Background: an optimization exercise with open tools, aiming at small area, a short achievable clock period and few clock cycles. Do not read the settings as production practice. Only simulation tests tie the RTL to the original design; equivalence was not proved. No activity file was given, so power comes from the tool's default toggle rates.

==> umber: inputs <==
## erpc_codec
module erpc_codec (
    input  wire        clk,
    input  wire        rst,
    input  wire        cmd_valid,
    output wire        cmd_ready,
    input  wire [7:0]  cmd_op,
    input  wire [8:0]  cmd_service,
    input  wire [7:0]  cmd_request,
    input  wire [2:0]  cmd_msg_type,
    input  wire [31:0] cmd_sequence,
    input  wire [15:0] cmd_f_len,
    input  wire [15:0] cmd_f_crc,
    input  wire [7:0]  cmd_byte,
    input  wire [15:0] cmd_len,
    input  wire        in_valid,
    output wire        in_ready,
    input  wire [31:0] in_data,
    output reg         done,
    output wire [3:0]  status,
    output wire [15:0] crc_out,
    output wire [63:0] out_bytes,
    output wire [3:0]  consumed,
    output wire [8:0]  o_service,
    output wire [7:0]  o_request,
    output wire [2:0]  o_msg_type,
    output wire [31:0] o_sequence,
    output wire [15:0] o_len,
    output wire [15:0] o_crc
);
Settings: LEC_CHECK=0, CAP_MARGIN=20, CORE_MARGIN=2, CORE_UTILIZATION=40, SETUP_SLACK_MARGIN=2.0, SLEW_MARGIN=20; clock period 5.0 ns.
standard.sh (not shown) runs the stock make flow with config.mk's settings and CLKGATE_MAP_FILE= SYNTH_SCRIPT=/design/flow/synth_recipe.tcl, a recipe that flattens the netlist after the stock synthesis.
==> flow/flow/run.sh <==
#!/bin/bash
# The standard layout, with the smallest buffer on every port.
set -euo pipefail
export BUFFER_PORTS_ARGS="-buffer_cell sky130_fd_sc_hd__buf_1"
bash standard.sh > standard.log 2>&1
==> amber (differences from umber) <==
--- a/flow/design.v
+++ b/flow/design.v
@@ -29,22 +29,23 @@
 );
     localparam [15:0] CRC_INIT = 16'hEF4A;
     reg        busy;         
     reg        last_q;       
     reg [3:0]  nsel;         
+    reg [1:0]  tail;         
     reg        k_crc;        
     reg        k_frm;        
     reg        k_match;      
     reg        chk;          
+    reg        ocrc_sel;     
     reg        mt_unk;       
     reg        svc_unk;      
     reg [15:0] crc;
     reg [31:0] W;
     reg [31:0] L;
     reg [3:0]  st;
-    wire [13:0] cnt  = W[13:0];   
-    wire [1:0]  tail = L[1:0];    
+    wire [13:0] cnt = W[13:0];    
     assign cmd_ready = !busy;
     assign in_ready  = busy;
     wire acc  = cmd_valid && !busy;
     wire beat = in_valid && busy;
     wire [7:0] op = cmd_op;
@@ -131,10 +132,12 @@
             if (acc) begin
                 busy     <= go_crc || go_hdr || go_frm;
                 done     <= !(go_crc || go_hdr || go_frm);
                 st       <= st_acc;
                 chk      <= (op == 8'h33);
+                ocrc_sel <= !op[1];
+                tail     <= cmd_len[1:0];
                 last_q   <= is_bufc ? len_le4 : is_fdec;
                 nsel     <= go_crc ? (len_le4 ? onehot_n(cmd_len[1:0]) : 4'b1000) : 4'd0;
                 k_crc    <= is_bufc;
                 k_frm    <= is_fdec;
                 k_match  <= is_mat;
@@ -171,11 +174,11 @@
     always @(posedge clk) begin
         if (acc || (beat && !k_crc && (k_frm || !last_q))) begin
             if (busy)
                 L <= in_data;
             else if (op[4])
-                L <= {cmd_f_crc, (op[1:0] == 2'b01) ? cmd_f_len : cmd_len};
+                L <= {cmd_f_crc, op[0] ? cmd_f_len : cmd_len};
             else
                 L <= {8'h01, cmd_service[7:0], cmd_request, 5'd0, cmd_msg_type & {3{~op[1]}}};
         end
         if (beat && !k_crc && (k_frm || !last_q)) begin
             mt_unk  <= (in_data[7:2] != 6'd0);
@@ -190,7 +193,7 @@
     assign o_sequence = W;
     assign o_request  = L[15:8];
     assign o_service  = {svc_unk, L[23:16] & {8{!svc_unk}}};
     assign o_msg_type = {mt_unk, L[1:0] & {2{!mt_unk}}};
     assign o_len      = L[15:0];
-    assign o_crc      = k_frm ? L[31:16] : crc;
+    assign o_crc      = ocrc_sel ? crc : L[31:16];
 endmodule
- CORE_UTILIZATION: 40 -> 55
==> summary.txt <==
Between umber and amber, the lower combinational power is in umber (gap 6.8%, measured against amber). In umber the sequential power is smaller than in amber, by 4.4%. Clock-buffer cell count is the same in umber and amber. Of umber and amber, amber has the higher global-route usage (gap 6.9 points). In umber the utilization is lower than in amber, by 19 points. Against umber, the via count of amber is higher by about 0.9%. Between umber and amber, the lower cell count is in amber (gap about 7%, measured against amber). Die area: umber is larger than amber (36%).
Testbench counts of umber, summed over its fixed seeds: cycles 121,025.
Testbench counts of amber, summed over its fixed seeds: cycles 121,025.

afterwards: timing with drivers on the ports:
In the flow no input, the clock included, has a driving cell. The finished layouts below were timed again as built, in two steps.
Step 1: set_driving_cell puts a clkbuf_16 on clk and a buf_2 on each other input, an assumption about the parent block.
Step 2, shift: input delay + t, output delay - t, t = (earliest + latest rising clock arrival at the registers) / 2. This alone moves slack from input paths to output paths.
a / b / c = no drivers / after step 1 / after step 2; a / b = the first two.
run | t (ns) | slack for setup (ns) | worst hold slack (ns)
umber | 0.408 | 1.970 / 1.927 / 1.648 | 0.489 / 0.489 / 0.489
amber | 0.400 | 1.951 / 1.907 / 1.675 | 0.456 / 0.456 / 0.456
After both steps every run listed still meets setup and hold. The setup slack of umber, which loses most, moves by -0.043 ns with the drivers and by -0.322 ns with both steps.
